This design comes from an exercise in tuning for small area, a short achievable clock period and few clock cycles on the open sky130 flow, not from production work. The RTL was checked by simulation tests, not by an equivalence proof against the original design. Power is estimated from default activity; no workload was simulated.

File: flow/run.sh
#!/bin/bash
# The standard layout (the standard.sh, unchanged synthesis and steps),
# with ORFS's timing repair aiming for more setup slack than the default and
# the port buffers made of plain buffer cells instead of delay buffers.
set -euo pipefail
bash standard.sh SETUP_SLACK_MARGIN=10 "BUFFER_PORTS_ARGS=-buffer_cell sky130_fd_sc_hd__buf_4" finish > standard.log 2>&1
File: standard.sh
#!/bin/bash
# synth_recipe.tcl (not shown) runs the flow's synth.tcl, then flattens the netlist and writes it again
# the make line also repeats each setting of config.mk as NAME=value (left out here)
make -C /OpenROAD-flow-scripts/flow DESIGN_CONFIG=/design/flow/config.mk WORK_HOME=/design/flow/orfs CLKGATE_MAP_FILE= SYNTH_SCRIPT=/design/flow/synth_recipe.tcl "${@:-finish}"
File: config.mk
export PLATFORM = sky130hd
export DESIGN_NAME = gfr6_engine
export DESIGN_NICKNAME = gfr6_engine
export VERILOG_FILES = /design/flow/design.v
export SDC_FILE = /design/flow/constraint.sdc
export NUM_CORES = 4
export LEC_CHECK = 0
export ABC_AREA = 1
export ABC_CLOCK_PERIOD_IN_PS = 3500
export CAP_MARGIN = 20
export CORE_MARGIN = 2
export CORE_UTILIZATION = 40
export PLACE_DENSITY = 0.6
export SLEW_MARGIN = 20
File: constraint.sdc
create_clock -name core_clock -period 14.0 [get_ports {clk}]
set_input_delay 2.8000 -clock core_clock [delete_from_list [all_inputs] [get_ports {clk}]]
set_output_delay 2.8000 -clock core_clock [all_outputs]
set_load 0.01 [all_outputs]
File: design.v
module gfr6_pmul (
    input  wire [7:0] a,
    input  wire [7:0] b,
    input  wire [7:0] poly_lo,
    output wire [7:0] p
);
    reg [7:0]  rd [0:6];
    reg [14:0] r;
    reg [7:0]  q;
    integer i;
    always @* begin
        rd[0] = poly_lo;
        for (i = 1; i < 7; i = i + 1)
            rd[i] = {rd[i-1][6:0], 1'b0} ^ (rd[i-1][7] ? poly_lo : 8'd0);
        r = 15'd0;
        for (i = 0; i < 8; i = i + 1)
            if (b[i]) r = r ^ ({7'd0, a} << i);
        q = r[7:0];
        for (i = 0; i < 7; i = i + 1)
            if (r[8+i]) q = q ^ rd[i];
    end
    assign p = q;
endmodule
module gfr6_booth (
    input  wire [7:0]  b,
    output wire [11:0] d
);
    function [2:0] dig(input hi, input mid, input lo);
        begin
            dig[2] = hi & ~(mid & lo);
            dig[1] = (hi & ~mid & ~lo) | (~hi & mid & lo);
            dig[0] = mid ^ lo;
        end
    endfunction
    assign d = {dig(b[7], b[6], b[5]), dig(b[5], b[4], b[3]),
                dig(b[3], b[2], b[1]), dig(b[1], b[0], b[7])};
endmodule
module gfr6_mul255 (
    input  wire [7:0]  a,
    input  wire [11:0] d,
    output wire [7:0]  p
);
    function [7:0] rotl(input [7:0] x, input integer n);
        rotl = (x << n) | (x >> (8 - n));
    endfunction
    function [15:0] csa(input [7:0] x, input [7:0] y, input [7:0] z);
        reg [7:0] c;
        begin
            c = (x & y) | (x & z) | (y & z);
            csa = {x ^ y ^ z, c[6:0], c[7]};
        end
    endfunction
    function [7:0] pp(input [2:0] g, input [7:0] r1, input [7:0] r2);
        pp = ((g[0] ? r1 : 8'd0) | (g[1] ? r2 : 8'd0)) ^ {8{g[2]}};
    endfunction
    wire [7:0] pp0 = pp(d[2:0],   a,          rotl(a, 1));
    wire [7:0] pp1 = pp(d[5:3],   rotl(a, 2), rotl(a, 3));
    wire [7:0] pp2 = pp(d[8:6],   rotl(a, 4), rotl(a, 5));
    wire [7:0] pp3 = pp(d[11:9],  rotl(a, 6), rotl(a, 7));
    wire [15:0] c1 = csa(pp0, pp1, pp2);
    wire [15:0] c2 = csa(c1[15:8], c1[7:0], pp3);
    gfr6_eac u_eac (.u(c2[15:8]), .w(c2[7:0]), .s(p));
endmodule
module gfr6_eac (
    input  wire [7:0] u,
    input  wire [7:0] w,
    output wire [7:0] s
);
    wire [7:0] p  = u ^ w;
    wire [7:0] g0 = u & w;
    wire [7:0] t0 = u | w;
    wire [7:0] g1 = g0 | (t0 & {g0[6:0], g0[7]});
    wire [7:0] t1 = t0 & {t0[6:0], t0[7]};
    wire [7:0] g2 = g1 | (t1 & {g1[5:0], g1[7:6]});
    wire [7:0] t2 = t1 & {t1[5:0], t1[7:6]};
    wire [7:0] g3 = g2 | (t2 & {g2[3:0], g2[7:4]});
    assign s = p ^ {g3[6:0], g3[7]};
endmodule
module gfr6_phi (
    input  wire [7:0] poly_lo,
    input  wire [7:0] x,
    output wire [7:0] y
);
    localparam [4095:0] T = 4096'h002c264c2a000201b84704688835210108350fce29c456013aed24786e352901752d26cd3a400801d8275e68a8312b019c6003b426742001c0a1e2cc734109013b8805e8446c2201c23030403d080a010024000c29001601942f115cbf191201bba8a7e8656d3201ea38338c3d491e0106fca08d6b481f018028208c3b491a01108a3752ce894a01f25624f58b7d3601181537520f854201324424700a352001c10f1aa991642401d0071ee9897526018d490aa406742001c0a1e2cc734109017bce05fac4ec6f01f3502e530c884b0139c904b446742301900000500c080201f98924e845642201e21022000c080a018dd96ca4467022018dd96ca446702201cefc240c6b150701adc396a8d06525016e742f0d2915070126643bc124550f01442c240c2a000001bcc7d6e8c07527019cd983f4467c2601b4dfe6f4c17c3701c6f4240c7b140601c7f1f4c07f540e0162e42e0d78140601890ceba515712301b8a9b5f9676d2a01c23030803d400e010cd991fb46ed6e018cdde3f5457d2701672c7ce93b6c33018040201008040201ff5533110f050301a64433110c050301e12d7ce9336420018040201008040201ff5533110f050301b4dfe6f4c17c37017aad14f973742b017a7f1c69b3302a0138a196b573752101382d9ea533712301f8a17479733428017821146933302801088114b142742001b8d9f4f553742201;
    wire [63:0] m = T[{poly_lo[6:1], 6'd0} +: 64];
    assign y = (x[0] ? m[7:0] : 8'd0) ^ (x[1] ? m[15:8] : 8'd0) ^
               (x[2] ? m[23:16] : 8'd0) ^ (x[3] ? m[31:24] : 8'd0) ^
               (x[4] ? m[39:32] : 8'd0) ^ (x[5] ? m[47:40] : 8'd0) ^
               (x[6] ? m[55:48] : 8'd0) ^ (x[7] ? m[63:56] : 8'd0);
endmodule
module gfr6_psi (
    input  wire [7:0] poly_lo,
    input  wire [7:0] x,
    output wire [7:0] y
);
    localparam [4095:0] T = 4096'hab5489c082a44501e006b035f8899e016f5e89fd80359401ef36bb25b89ba601fb04afc602ec6301958d7471e9ab9e015642026f922b21018505c4ac039364018110c2220c00960148da2c2b8541300162988c398419910169dd8e2124c823018f50c3360c9af7018ed2bd2ad749b601f6b8d63fbc5bdb01849084280449220197d57980929d4501e0eeac3ff48c1d01ff55399182150501e026a825b08804018706ed8e7befd501858eec3ff9af9d01d646ab6f3a6fb1018505c4ac0393640191b8d2a3de219601e9bf79ffede55101d0de9363ee3fb201699d082124c001019504d3375aebd7018892392ac5411001d4cebb712a7fb901d4cebb712a7fb901a9dcc6e3f6e6e501f80692f67a91bf01eb5cafbb8e27850159486f2aec678801a90486c202e461019984d672e9b19e01dfd2826e923328019990c62a8df51a01cad8eebb96e7f5014a5a6e3f9361f001c2b1ac9b8e9f9d01bea3d0763f7fd3018f50d03692b2ea010a522c2a9341b001efd2b8ceb232e801bf92d06ebf77da01f744a8240ae28f018040201008040201ff5533110f050301d94023100c0502019704e8265ae3cf018040201008040201ff5533110f0503019990c62a8df51a01d374d226dee38601eaf4727697c1e7014256036eed3e3201eaf65276bf7ff3019124d037d2e3ca018024503692c1c201c0469066a232a801dad6d276bf77fa01;
    wire [63:0] m = T[{poly_lo[6:1], 6'd0} +: 64];
    assign y = (x[0] ? m[7:0] : 8'd0) ^ (x[1] ? m[15:8] : 8'd0) ^
               (x[2] ? m[23:16] : 8'd0) ^ (x[3] ? m[31:24] : 8'd0) ^
               (x[4] ? m[39:32] : 8'd0) ^ (x[5] ? m[47:40] : 8'd0) ^
               (x[6] ? m[55:48] : 8'd0) ^ (x[7] ? m[63:56] : 8'd0);
endmodule
module gfr6_irr_t (
    input  wire [7:0] i,
    output wire [0:0] o
);
    localparam [255:0] T = 256'h0228008020808008200202088000288008820228800020008200280028000000;
    assign o = T[i];
endmodule
module gfr6_unit (
    input  wire [7:0] i,
    output wire       o
);
    wire [4:0] s = {1'b0, i[7:4]} + {1'b0, i[3:0]};
    reg        d3, d5;
    always @* begin
        case (s)
            5'd0, 5'd3, 5'd6, 5'd9, 5'd12, 5'd15, 5'd18, 5'd21, 5'd24, 5'd27, 5'd30:
                d3 = 1'b1;
            default: d3 = 1'b0;
        endcase
        case (s)
            5'd0, 5'd5, 5'd10, 5'd15, 5'd20, 5'd25, 5'd30: d5 = 1'b1;
            default: d5 = 1'b0;
        endcase
    end
    assign o = !d3 && !d5 && (i[7:4] != i[3:0]);
endmodule
module gfr6_irr (
    input  wire [7:0] poly_lo,
    output wire       irr
);
    gfr6_irr_t u_t (.i(poly_lo), .o(irr));
endmodule
module gfr6_logk (
    input  wire [7:0] i,
    output wire [7:0] o
);
    localparam [2047:0] T = 2048'haf5850a8eaf4d674e8ade7e6e9d5ae4fd72c757aeb16f50b51a0a99cb05f59cb5a3eccbbb18660fbaa559d29523ba16cf66f0c7fec4917c476a47bb7d8432d1fa2416d4753393c849e5d2a14abd356f261befcdcb2978790cdcfbc955bd13f372e892023d99244117cb4b8267799a5e318fec531edde4a670d63808cf7c0700757a7f373ace5d44e2b79150a9f9b5eca3dba85fa54283a6b6e7e48c3a3b6421e404638835c13d2f1bddb968fce94d03688229110b32598e2fd30dd66628bbf06a672e44d78099ac9b9f9276a7dc2b51d458212f0da8e9335210f24e12f658a05714c08c8f869c11c81ef8d340ee064044bc7681bee33df03c61a3202190100ff;
    assign o = T[{i, 3'd0} +: 8];
endmodule
module gfr6_expk (
    input  wire [7:0] i,
    output wire [7:0] o
);
    localparam [2047:0] T = 2048'h018e47add86c361b83cfe9fa7db0582c160b8bcbebfbf3f7f5f47a3d90482412098a45ac562b9bc3eff9f279b259a251a653a7dde070381c0e078dc86432198241ae57a5dc6e3795c46231964babdbe3fff1f67bb3d7e5fc7e3f91c663bfd1e673b7d5e472399249aa55a452299a4da8542a158442219e4fa9da6db85c2e1785cc663397c5ec763b93c7edf87c3e1f81ce67bdd068341a0d884422118643afd9e271b65ba3dfe1fe7fb1d66bbbd3e7fdf0783c1e0f89ca65bc5e2f99c261be5fa1de6fb9d269ba5da05028140a058c46239fc1ee77b5d46a35944a259c4e279dc06030180c06038fc9ea75b45a2d984c261387cde8743a1d8040201008040201;
    assign o = T[{i, 3'd0} +: 8];
endmodule
module gfr6_engine (
    input  wire        clk,
    input  wire        rst_n,
    input  wire        cmd_valid,
    output wire        cmd_ready,
    input  wire [31:0] cmd_data,
    output wire        rsp_valid,
    input  wire        rsp_ready,
    output wire [31:0] rsp_data
);
    localparam [2:0] ST_OK       = 3'b000;
    localparam [2:0] ST_INVGEN   = 3'b001;
    localparam [2:0] ST_DIVZERO  = 3'b010;
    localparam [2:0] ST_NOTREADY = 3'b100;
    localparam [2:0] ST_LOCKED   = 3'b101;
    localparam [2:0] ST_ILLEGAL  = 3'b111;
    localparam [2:0] F_OK     = 3'd0;
    localparam [2:0] F_R0     = 3'd1;
    localparam [2:0] F_B16    = 3'd2;
    localparam [2:0] F_INVGEN = 3'd3;        
    localparam [2:0] F_DIVZ   = 3'd4;
    localparam [2:0] F_NOTR   = 3'd5;
    localparam [2:0] F_LOCK   = 3'd6;
    localparam [2:0] F_ILL    = 3'd7;
    localparam [5:0] OP_NOP     = 6'h01;
    localparam [5:0] OP_RDREG   = 6'h02;
    localparam [5:0] OP_CLRERR  = 6'h03;
    localparam [5:0] OP_SETPOLY = 6'h04;
    localparam [5:0] OP_SETGEN  = 6'h05;
    localparam [5:0] OP_BUILD   = 6'h06;
    localparam [5:0] OP_GFADD   = 6'h08;
    localparam [5:0] OP_GFMUL   = 6'h09;
    localparam [5:0] OP_GFINV   = 6'h0A;
    localparam [5:0] OP_GFPOW   = 6'h0B;
    localparam [5:0] OP_RDLOG   = 6'h0C;
    localparam [5:0] OP_RDEXP   = 6'h0D;
    reg  [7:0]  poly_lo;
    reg  [7:0]  gen;
    reg         tblv;
    reg         err;
    reg  [2:0]  ecode;       
    reg  [7:0]  ep;          
    reg  [7:0]  eg;
    reg  [31:0] ecmd;        
    reg  [7:0]  cinv;        
    reg  [7:0]  ppoly;       
    reg         rdy_q;
    reg         c_v;
    reg  [31:0] c_q;
    reg         q_ill;       
    reg  [11:0] q_oh;        
    reg         q_zb;        
    reg         q_ze;        
    localparam I_NOP = 0, I_RDREG = 1, I_CLRERR = 2, I_SETPOLY = 3, I_SETGEN = 4,
               I_BUILD = 5, I_GFADD = 6, I_GFMUL = 7, I_GFINV = 8, I_GFPOW = 9,
               I_RDLOG = 10, I_RDEXP = 11;
    wire [5:0]  w_op = cmd_data[31:26];
    wire        w_z0  = (cmd_data[25:0]  == 26'd0);
    wire        w_z4  = (cmd_data[25:4]  == 22'd0);
    wire        w_z8  = (cmd_data[25:8]  == 18'd0);
    wire        w_z16 = (cmd_data[25:16] == 10'd0);
    wire        w_z24 = (cmd_data[25:24] == 2'd0);
    wire [11:0] w_oh = {w_op == OP_RDEXP, w_op == OP_RDLOG, w_op == OP_GFPOW,
                        w_op == OP_GFINV, w_op == OP_GFMUL, w_op == OP_GFADD,
                        w_op == OP_BUILD, w_op == OP_SETGEN, w_op == OP_SETPOLY,
                        w_op == OP_CLRERR, w_op == OP_RDREG, w_op == OP_NOP};
    wire        w_legal =
        ((w_oh[I_NOP] | w_oh[I_CLRERR] | w_oh[I_BUILD]) & w_z0) |
        (w_oh[I_RDREG] & w_z4 & (cmd_data[3:0] <= 4'd10)) |
        ((w_oh[I_SETPOLY] | w_oh[I_SETGEN] | w_oh[I_GFINV] | w_oh[I_RDLOG] |
          w_oh[I_RDEXP]) & w_z8) |
        ((w_oh[I_GFADD] | w_oh[I_GFMUL]) & w_z16) |
        (w_oh[I_GFPOW] & w_z24);
    reg         v1, l1, g1, m1, e1, b1;
    reg  [2:0]  f1;
    reg  [7:0]  x1, k1;
    reg         v2, m2, e2, b2;
    reg  [2:0]  f2;
    reg  [7:0]  l2;
    reg  [11:0] k2;          
    reg  [7:0]  h2;          
    reg  [2:0]  step;        
    reg         ph;          
    reg         bval;        
    reg         v3, e3, n3;
    reg  [2:0]  f3;
    reg  [7:0]  t3, h3;
    reg         v4, e4;
    reg  [2:0]  f4;
    reg  [7:0]  t4, h4;
    reg         o_v, k_v;
    reg  [2:0]  o_st, k_f;
    reg         o_r0, o_b16;
    reg  [7:0]  o_hi, k_hi, o_lo, k_lo;
    reg         k_e;         
    reg         busy;        
    wire adv = !k_v;
    assign cmd_ready = rdy_q;
    assign rsp_valid = o_v;
    assign rsp_data  = {o_st[2], 1'b0, o_st[1:0], 2'b00, o_r0, 2'b00, o_r0, 1'b0,
                        o_r0, 1'b0, o_r0, o_r0, o_b16, o_hi, o_lo};
    wire [7:0]  fa    = c_q[15:8];
    wire [7:0]  fb    = c_q[7:0];
    wire [15:0] fe    = c_q[23:8];
    wire [3:0]  fr    = c_q[3:0];
    wire       use_gen = q_oh[I_RDEXP] || q_oh[I_BUILD];
    wire [7:0] phix;
    gfr6_phi u_phi (.poly_lo(poly_lo), .x(use_gen ? gen : fb), .y(phix));
    wire [7:0] emod;
    gfr6_eac u_emod (.u(fe[15:8]), .w(fe[7:0]), .s(emod));
    reg  [7:0] rd_lo, rd_hi;
    reg        rd_r0, rd_b16;
    always @* begin
        rd_lo = 8'd0;
        rd_hi = 8'd0;
        rd_r0 = 1'b0;
        rd_b16 = 1'b0;
        case (fr)
            4'd0:  begin rd_lo = 8'h01; rd_r0 = 1'b1; end
            4'd1:  rd_lo = {6'd0, err, tblv};
            4'd2:  begin rd_lo = poly_lo; rd_hi = 8'h01; end
            4'd3:  rd_lo = gen;
            4'd5:  rd_lo = err ? {4'd0, ecode[2], 1'b0, ecode[1:0]} : 8'd0;
            4'd6:  if (err && ecode == ST_INVGEN) begin
                       rd_lo = eg; rd_hi = ep; rd_b16 = 1'b1;
                   end
            4'd7:  if (err) begin rd_lo = ecmd[7:0];   rd_hi = ecmd[15:8];  end
            4'd8:  if (err) begin rd_lo = ecmd[23:16]; rd_hi = ecmd[31:24]; end
            4'd9:  rd_hi = 8'h02;
            4'd10: begin rd_lo = 8'h01; rd_hi = 8'h01; end
            default: ;
        endcase
    end
    wire       ok     = !q_ill;
    wire       t_op   = ok && (q_oh[I_GFMUL] || q_oh[I_GFINV] || q_oh[I_GFPOW] ||
                               q_oh[I_RDLOG] || q_oh[I_RDEXP]);
    wire       c_op   = ok && (q_oh[I_SETPOLY] || q_oh[I_SETGEN] || q_oh[I_BUILD]);
    wire       fld    = t_op && tblv;
    wire       s_inv  = fld && q_oh[I_GFINV] && !q_zb;
    wire       s_pow  = fld && q_oh[I_GFPOW] && !q_ze && !q_zb;
    wire       s_log  = fld && q_oh[I_RDLOG] && !q_zb;
    wire       s_exp  = fld && q_oh[I_RDEXP];
    wire       s_rd   = ok && q_oh[I_RDREG];
    wire       d_notr = t_op && !tblv;
    wire       d_lock = c_op && tblv;
    wire       d_divz = fld && q_oh[I_GFINV] && q_zb;
    wire [2:0] d_st   = {q_ill || d_lock || d_notr, q_ill || d_divz, q_ill || d_lock};
    wire       d_b    = ok && q_oh[I_BUILD] && !tblv;
    wire       d_g    = fld && q_oh[I_GFMUL];
    wire       d_m    = s_inv || s_pow || s_log || s_exp;
    wire       d_l    = d_m || d_b;
    wire       d_e    = s_inv || s_pow || s_exp;
    wire [2:0] d_f    = q_ill  ? F_ILL  :
                        d_lock ? F_LOCK :
                        d_notr ? F_NOTR :
                        d_divz ? F_DIVZ :
                        (s_rd && rd_r0)  ? F_R0  :
                        (s_rd && rd_b16) ? F_B16 : F_OK;
    wire       d_clr  = ok && q_oh[I_CLRERR];
    wire       d_spoly = ok && q_oh[I_SETPOLY] && !tblv;
    wire       d_sgen = ok && q_oh[I_SETGEN] && !tblv;
    wire [7:0] d_x    = ({8{s_rd}} & rd_lo) |
                        ({8{ok && q_oh[I_GFADD]}} & (fa ^ fb)) |
                        ({8{d_g}} & fa) |
                        ({8{d_l}} & phix) |
                        {7'd0, fld && q_oh[I_GFPOW] && q_ze} |
                        {8{fld && q_oh[I_RDLOG] && q_zb}};
    wire [7:0] d_k    = ({8{s_rd}} & rd_hi) |
                        ({8{d_g || s_exp}} & fb) |
                        {{7{s_inv}}, 1'b0} |
                        ({8{s_pow}} & emod) |
                        ({8{s_log}} & cinv);
    wire consume = c_v && adv && !busy;
    wire [7:0] logx, mulxk;
    gfr6_logk u_log  (.i(x1), .o(logx));
    gfr6_pmul u_pmul (.a(x1), .b(k1), .poly_lo(ppoly), .p(mulxk));
    wire [11:0] kbx, kbc, kbt;
    gfr6_booth  u_bx (.b(b1 ? logx : k1), .d(kbx));
    gfr6_booth  u_bc (.b(cinv), .d(kbc));
    gfr6_booth  u_bt (.b(t3), .d(kbt));
    localparam [11:0] BOOTH_ONE = 12'b000_000_000_001;
    wire [7:0] prod;
    gfr6_mul255 u_mul (.a(l2), .d(k2), .p(prod));
    wire pirr, lunit;
    gfr6_irr  u_irr  (.poly_lo(ppoly), .irr(pirr));
    gfr6_unit u_unit (.i(l2), .o(lunit));
    wire bact   = b2 && v2;
    wire b_done = bact && (step == 3'd6);
    wire b_iter = bact && !b_done;
    wire [7:0] expt;
    gfr6_expk u_exp (.i(t3), .o(expt));
    wire [7:0] x_lo = k_v ? k_lo : t4;
    wire       x_e  = k_v ? k_e  : e4;
    wire [7:0] psit;
    gfr6_psi  u_psi (.poly_lo(ppoly), .x(x_lo), .y(psit));
    wire [7:0] f_lo = x_e ? psit : x_lo;
    wire [2:0] fsel = k_v ? k_f : f4;
    reg  [2:0] fst;
    always @* begin
        case (fsel)
            F_INVGEN: fst = ST_INVGEN;
            F_DIVZ:   fst = ST_DIVZERO;
            F_NOTR:   fst = ST_NOTREADY;
            F_LOCK:   fst = ST_LOCKED;
            F_ILL:    fst = ST_ILLEGAL;
            default:  fst = ST_OK;
        endcase
    end
    wire taken = o_v && rsp_ready;
    wire inc   = adv && v4;
    wire o_load = !o_v || taken;
    wire c_v_n  = (cmd_valid && rdy_q) || (c_v && !consume);
    wire k_v_n  = o_load ? 1'b0 : (k_v || inc);
    wire busy_n = (busy && !(adv && b_done)) || (consume && d_b);
    always @(posedge clk) begin
        if (!rst_n) begin
            rdy_q   <= 1'b1;
            c_v     <= 1'b0;
            v1      <= 1'b0;
            v2      <= 1'b0;
            v3      <= 1'b0;
            v4      <= 1'b0;
            o_v     <= 1'b0;
            k_v     <= 1'b0;
            busy    <= 1'b0;
            poly_lo <= 8'h1D;
            gen     <= 8'h02;
            tblv    <= 1'b0;
            err     <= 1'b0;
        end else begin
            rdy_q <= !c_v_n || (!busy_n && !k_v_n);
            c_v   <= c_v_n;
            busy  <= busy_n;
            if (o_load) begin
                o_v <= k_v || inc;
                k_v <= 1'b0;
            end else if (inc) begin
                k_v <= 1'b1;
            end
            if (adv) begin
                v4 <= v3;
                v3 <= (v2 && !bact) || b_done;
                if (!b_iter)
                    v2 <= v1;
                v1 <= consume;
                if (b_done) begin
                    tblv <= bval;
                    if (!bval && !err) begin
                        err   <= 1'b1;
                        ecode <= ST_INVGEN;
                        ep    <= poly_lo;
                        eg    <= gen;
                        ecmd  <= {OP_BUILD, 26'd0};
                    end
                end
            end
            if (consume) begin
                if (d_spoly) poly_lo <= fb;
                if (d_sgen)  gen     <= fb;
                if (d_clr) begin
                    err <= 1'b0;
                end else if (d_st != ST_OK && !err) begin
                    err   <= 1'b1;
                    ecode <= d_st;
                    ecmd  <= c_q;
                end
            end
        end
        ppoly <= poly_lo;
        if (!c_v || consume) begin
            c_q   <= cmd_data;
            q_ill <= !w_legal;
            q_oh  <= w_oh;
            q_zb  <= (cmd_data[7:0] == 8'd0);
            q_ze  <= (cmd_data[23:8] == 16'd0);
        end
        if (adv) begin
            f1   <= d_f;
            l1   <= d_l;
            g1   <= d_g;
            m1   <= d_m;
            e1   <= d_e;
            b1   <= d_b;
            x1   <= d_x;
            k1   <= d_k;
            if (b_iter) begin
                ph <= !ph;
                if (ph) begin
                    step <= step + 3'd1;
                    if (step == 3'd0)
                        bval <= lunit && pirr;
                    if (step == 3'd5) begin
                        cinv <= t3;
                        l2   <= bval ? 8'd0 : gen;
                        h2   <= bval ? 8'd0 : poly_lo;
                        k2   <= BOOTH_ONE;
                    end else begin
                        l2   <= t3;
                        k2   <= step[0] ? kbt : kbc;
                    end
                end
            end else begin
                f2   <= f1;
                m2   <= m1;
                e2   <= e1;
                b2   <= b1;
                l2   <= l1 ? logx : (g1 ? mulxk : x1);
                k2   <= (m1 || b1) ? kbx : BOOTH_ONE;
                h2   <= (m1 || g1 || b1) ? 8'd0 : k1;
                step <= 3'd0;
                ph   <= 1'b0;
                if (b1 && v1)
                    cinv <= logx;
            end
            if (b_done) begin
                f3   <= bval ? F_OK : F_INVGEN;
                e3   <= 1'b0;
                n3   <= 1'b0;
            end else begin
                f3   <= f2;
                e3   <= e2;
                n3   <= m2 && !e2;
            end
            t3   <= prod;
            h3   <= h2;
            f4   <= f3;
            e4   <= e3;
            t4   <= e3 ? expt : ((n3 && t3 == 8'hFF) ? 8'h00 : t3);
            h4   <= h3;
        end
        if (o_load) begin
            o_st  <= fst;
            o_r0  <= (fsel == F_R0);
            o_b16 <= (fsel == F_B16) || (fsel == F_INVGEN);
            o_hi  <= k_v ? k_hi  : h4;
            o_lo  <= f_lo;
        end
        if (!k_v) begin
            k_f   <= f4;
            k_hi  <= h4;
            k_lo  <= t4;
            k_e   <= e4;
        end
    end
endmodule
==> reports/results.txt, run 1 <==
Crit path kind = flop to flop
Antenna Cells = 0
Worst hold path type = flop to flop
PortBufs = 62
CP delay by family, top = simple AND/OR/NAND/NOR gates
Worst-Skew Late Latency = 0.57 ns
Total global routing overflow = 0
Cell area after synthesis = 0.0307 mm^2
Share of layout cells above drive strength 1 = 7.97%
Worst stage delay on the critical path = 0.56 ns
Gpl congestion = 1.06
Fmax = 250 MHz
Clock root buffer = clkbuf_16
Register-to-register setup slack = 10.0 ns
Total vias in the final route = 34.5k
FILL cells = 8053
Top cell type's share of synthesized area = 22.5%
First-pass GRT wire length = 214000 um
Layout area overhead = 8.31%
Total power = 2020 uW
Row count = 101
Final setup fails = 0
Most frequent cells in the layout = nand2_1 (1044), inv_1 (528), nor2_1 (398)
Distinct cell type count after synthesis = 74
Crit path max fanout = 45
Leak = 0.0146 uW
Period utilization = 28.6%
Pwr dens = 60.9 mW/mm^2
Max Buffers Root-to-Sink = 3
CP Cell Sequence = inv_2 -> buf_4 -> nand3_1 -> nand4_1 -> nand3_1 -> nand3_1 -> xor2_1 -> xor2_1 -> nand2_1 -> nand3_1 -> o21ai_0
Cells after synthesis = 4593
Hold Crit Endpoint = h3[2]
Commonest non-fill, non-tap cell in the layout = nand2_1
TritonCTS Buffers = 34
Status = complete, no violations
Slowest CP cell = xor2_1
Die Footprint = 0.0789 mm^2
Worst Setup End Kind = flop
Routed wire length per instance = 26.2 um
CTS Hold Bufs = 0
Synth top area cells = edfxtp_1 (23%), nand2_1 (13%), inv_1 (6.6%)
Post-route setup slack = 10.0 ns
Worst Clk Skew = 0.0340 ns
Initial Utilization = 40.4%
Worst slew pin tran = 1.12 ns
RSZ-0062 raised after global routing = true
Mean Syn Cell Area = 6.67 um^2
DRC Markers = 0
Routed vias/inst = 6.17
CTS tree = yes
Die Y = 281 um
Reg2reg end = o_lo[3]
Fraction of registers with async set/reset = 0%
Die Span X = 281 um
CP arrival = 4.27 ns
Slew headroom = 24.3%
H-Tree Depth = 2
Syn. warnings = 6
Ports = 70
Vias in the first global route = 32.1k
Worst Reg-to-Reg Cells = 11
DRT Pass-1 Iters = 10
Most common flop cell mapped by yosys = edfxtp_1
EDFF count, synth = 230
Max-cap check violation count = 0
Crit Reg-Reg Startpoint = ppoly[4]
Fin Setup TNS = 0 ns
Critical Path RT = 14.27 ns
Clk slew on worst S/H paths = 0.06 ns
Yosys reg bits = 285
Iter 0 DRT Violations = 5562
Initial antenna violation count = 1
Max-slew violations = 0
Bufs and invs on worst path = 2
WHS Path Cells = 0
Worst Setup Start Kind = flop
Core ar. = 0.0759 mm^2
Hold Vio Cnt, Final = 0
Synth area leader = edfxtp_1
Final ANT Viol Nets = 0
HP Start = h2[2]
Dpl ws = 9.16 ns
Largest net degree at the start of global routing = 72
Sequential cell area = 0.00802 mm^2
Register area share after synthesis = 26.1%
Final WL = 147000 um
CP most frequent cell = nand3_1
Sink Count = 285
Layout net count = 4728
Area of the multi-input gates = 0.0195 mm^2
Final Critical Period = 4.00 ns
Worst VDD drop = 89.9 uV
DP Wirelength = 109000 um
Total track usage = 36.2%
-- worst max path at each step --
stage                start  endpoint  slack (ns)  depth (start not counted)
6_report          ppoly[4]   o_lo[3]        10.0                         11
3_3_place_gp         rst_n     eg[4]        9.19                          3
2_1_floorplan  cmd_data[5]     q_ill        9.78                          7
5_1_grt        cmd_data[6]     q_ill        9.95                          8
4_1_cts              x1[2]     k2[0]       10.01                         15
3_5_place_dp         rst_n     eg[6]        9.16                          3
-- stage by stage --
step | std cells | utilization, % | instance area [um^2] | hold slack [ns]
6_report | 5598 | 43.7 | 33200 | 0.417
5_1_grt | 5598 | 43.7 | 33200 | 0.415
4_1_cts | 5592 | 43.5 | 33000 | 0.410
3_5_place_dp | 5523 | 41.9 | 31800 | 0.405
3_3_place_gp | 5523 | 41.9 | 31800 | 0.402
2_1_floorplan | 4599 | - | 30700 | 0.345
-- synthesized netlist by cell type (all sizes together) (33+ instances only) --
| cell | n |
|---|---|
| o21ai | 420 |
| nand4 | 33 |
| xnor2 | 63 |
| buf | 134 |
| nand3 | 362 |
| dfxtp | 55 |
| o211ai | 81 |
| inv | 558 |
| ha | 130 |
| o22ai | 85 |
| o2111ai | 38 |
| edfxtp | 230 |
| nor2 | 426 |
| clkbuf | 98 |
| nand2 | 1088 |
| a31oi | 59 |
| nor3 | 53 |
| a21oi | 280 |
| xor2 | 123 |
-- layer usage --
metal,wire [um],vias up,global-route usage (%),share of wire (%)
met1,59500,16200,48.3,41
li1,-,15600,-,-
met2,64200,2285,56.8,44
met3,14000,519,5.64,9.5
met4,8930,2,18.3,6.1
met5,16,-,0,0.011
-- registers in the layout, indices dropped and copies added, names as in the netlist, 11 cells and up --
name,flops
ecmd,32
c_q,32
k2,12
q_oh,11
-- cells by family after synthesis --
group	after synthesis	synth area share (%)
simple gates	2006	28.2
compound gates	1157	22.9
buf+inv	805	10.8
flops	285	26.1
xor+xnor	186	5.36
fa+ha+maj	150	6.61
mux	3	0.0980
other cells	1	0.0122
-- cell type report --
class	count	share of cell area (%)
repair buffers	138	3.26
flip-flops and latches	285	24.1
clock buffers	40	2.72
clock inverters	22	0.716
multi-input cells	3509	58.7
repair inverters	1	0.0226
well taps	1030	3.88
inverters	573	6.57
-- where the power goes --
group,switching (uW),total (uW),internal (uW)
clock,396,910,514
combinational,109,155,45.9
sequential,20.6,956,935
-- repair_timing --
item	CTS	global route
cloned	0	1
resized for setup	7	44
pin swaps	1	6
endpoints found under the setup margin	46	78
setup buffers	7	5
Testbench counts, summed over its fixed seeds: cycles 13,536.
==> run 2, diff against run 1 <==
--- a/config.mk
+++ b/config.mk
@@ -10,5 +10,5 @@
 export CAP_MARGIN = 20
 export CORE_MARGIN = 2
-export CORE_UTILIZATION = 40
-export PLACE_DENSITY = 0.6
+export CORE_UTILIZATION = 55
+export PLACE_DENSITY = 0.7
 export SLEW_MARGIN = 20
==> run 2 against run 1 <==
- global-route usage rose by 9.3 points
- setup slack lost 0.074 ns
- largest power group unchanged
- maximum frequency shrank 1.8%
- sequential power hardly changed
- utilization increased by 15 points
- flip-flop and latch count is the same
- clock skew shrank 0.016 ns
- final cell count decreased by 5.3%
- critical path type is now flop to output pin
- sequential share of layout area rose by 0.48 points
==> reports/results.txt, run 2 <==
Largest registers = c_q: 32 flops, ecmd: 32 flops, k2: 12 flops
Yosys reg bits = 285
Period utilization = 29.1%
Sink Count = 285
Critical Path RT = 11.20 ns
First-pass GRT wire length = 200000 um
Commonest non-fill, non-tap cell in the layout = nand2_1
Final ANT Viol Nets = 0
Fmax = 245 MHz
Max-cap check violation count = 0
DRT Pass-1 Iters = 13
Final instance area = 0.0326 mm^2
Total vias in the final route = 35.9k
Mean Syn Cell Area = 6.67 um^2
Worst Setup Start Kind = flop
DP Wirelength = 98900 um
Final setup fails = 0
Syn. warnings = 6
Total global routing overflow = 0
PortBufs = 62
Worst hold path type = flop to flop
TritonCTS Buffers = 29
Leak = 0.0144 uW
Core ar. = 0.0551 mm^2
Top-count cell post-synth = nand2_1
Final WL = 136000 um
CP arrival = 1.28 ns
Worst slew pin tran = 1.12 ns
Final hold slack = 0.422 ns
Most frequent cells after synthesis = nand2_1 (1048), inv_1 (536), nor2_1 (407), o21ai_0 (383), nand3_1 (347)
FILL cells = 5172
HP Start = h2[7]
Dpl cell area = 0.0313 mm^2
Worst VDD drop = 97.9 uV
Ports = 70
Synth area leader = edfxtp_1
CP Cell Sequence = buf_6
Die Span X = 240 um
Most frequent cells in the layout = nand2_1 (1046), inv_1 (532), nor2_1 (401)
EDFF count, synth = 230
Cell area after synthesis = 0.0307 mm^2
Crit Reg-Reg Startpoint = ppoly[5]
Most common flop cell mapped by yosys = edfxtp_1
Total track usage = 45.6%
Gpl congestion = 1.10
RSZ-0062 raised after global routing = true
Status = complete, no violations
Largest net degree at the start of global routing = 61
Bufs and invs on worst path = 1
Die Y = 240 um
Slew headroom = 24.9%
Layout net count = 4715
Clock root buffer = clkbuf_16
Initial Utilization = 55.6%
Max Buffers Root-to-Sink = 3
Worst Setup End Kind = output pin
Routed wire length per instance = 25.6 um
CTS tree = yes
Crit path kind = flop to output pin
Fin Setup TNS = 0 ns
CP delay by family, top = flip-flops
Pwr dens = 58.5 mW/mm^2
Top cell type's share of synthesized area = 22.5%
Final Critical Period = 4.08 ns
Iter 0 DRT Violations = 6609
Slowest CP cell = edfxtp_1
Register area share after synthesis = 26.1%
Max-slew violations = 0
Die Footprint = 0.0576 mm^2
Worst Clk Skew = 0.0182 ns
Distinct cell type count after synthesis = 74
Initial antenna violation count = 2
CTS Hold Bufs = 0
Worst setup path startpoint = o_r0
Row count = 86
Routed vias/inst = 6.77
H-Tree Depth = 1
DRC Markers = 0
Cells after synthesis = 4593
Layout area overhead = 6.25%
Hold Vio Cnt, Final = 0
Vias in the first global route = 32.6k
Fraction of registers with async set/reset = 0%
Worst stage delay on the critical path = 0.51 ns
Crit path max fanout = 5
Worst-Skew Late Latency = 0.59 ns
Synth top area cells = edfxtp_1 (23%), nand2_1 (13%), inv_1 (6.6%)
Share of layout cells above drive strength 1 = 7.27%
Clk slew on worst S/H paths = 0.06 ns
==> run 2: final timing paths <==
kind / cells after the start / slack, ns / endpoint
max: 1 / 9.92 / rsp_data[17]
min: 0 / 0.42 / h3[7]
max reg2reg: 12 / 9.96 / o_lo[0]
min reg2reg: 0 / 0.42 / h3[7]
==> run 2: power breakdown <==
group | internal, uW | leakage [uW] | switching, uW | total, uW
clock | 440 | 0.000464 | 358 | 798
sequential | 935 | 0.00296 | 22.4 | 957
combinational | 45.6 | 0.0110 | 106 | 151
total | 1420 | 0.0144 | 486 | 1910
==> run 2: routing by layer <==
metal / track usage [%] / share of wire, % / vias up
met5: 0 / 0.0096 / -
met4: 28.3 / 8.3 / 2
met3: 11.9 / 14 / 823
met2: 68.9 / 42 / 3369
met1: 58.0 / 35 / 16200
li1: - / - / 15600
==> run 2: area by class of cell <==
type                       count  area [um^2]  area share, %
antenna                        2         5.00         0.0154
sequential                   285         8020           24.6
tap                          748          936           2.87
inverter                     573         2170           6.65
multi-input combinational   3509        19500           59.7
clock buffer                  38          790           2.42
timing repair buffer         131         1040           3.18
clock inverter                16          164          0.503
==> run 2: cell families after synthesis <==
kind of cell	count (synthesis)	synth area share, %
flip-flops	285	26.1
XOR/XNOR	186	5.36
AND/OR/NAND/NOR	2006	28.2
AO/OA/AOI/OAI	1157	22.9
other	1	0.0122
buffers and inverters	805	10.8
multiplexers	3	0.0980
adder cells (fa/ha/maj)	150	6.61
==> run 2: timing repair <==
action	CTS	global route
buffers inserted	3	13
pin swaps	0	6
gates resized for setup	6	30
gates cloned	0	0
endpoints found under the setup margin	41	71
==> run 2: stage by stage <==
step / setup slack [ns] / util, % / total power (uW) / instances
after floorplan: 9.78 / - / 1050 / 4599
after global placement: 9.25 / 56.9 / 1110 / 5229
after detailed placement: 9.18 / 56.9 / 1110 / 5229
after CTS: 9.99 / 58.7 / 1890 / 5286
after global routing: 9.87 / 59.1 / 1940 / 5300
final: 9.92 / 59.1 / 1910 / 5302

## static timing again, ports no longer ideal
Ports are ideal in the flow. The routed layouts listed here were re-timed in OpenROAD. Step 1 sets driving cells, clkbuf_16 on the clock port and buf_2 on the other inputs (assumed; they add their load-dependent delay and slew). Step 2 moves the port delays by t, midway between the first and last clock arrival at a register: inputs arrive t later, outputs are due t later. That takes back most of the time a late clock gives input paths. Three values: no drivers, after step 1, after step 2; two values: the first two.
run	shift t [ns]	slack for setup (ns)	worst setup path at the end	clock arrival spread, ns	worst data-port slew with drivers (ns)
run 1	0.611	9.998 / 9.998 / 9.462	input to register	0.038 / 0.038	0.04
run 2	0.641	9.924 / 9.870 / 9.378	input to register	0.020 / 0.020	0.05
After both steps every run listed still meets setup and hold. For run 2, which loses most, drivers alone change the setup slack by -0.054 ns; drivers and shift together by -0.546 ns.
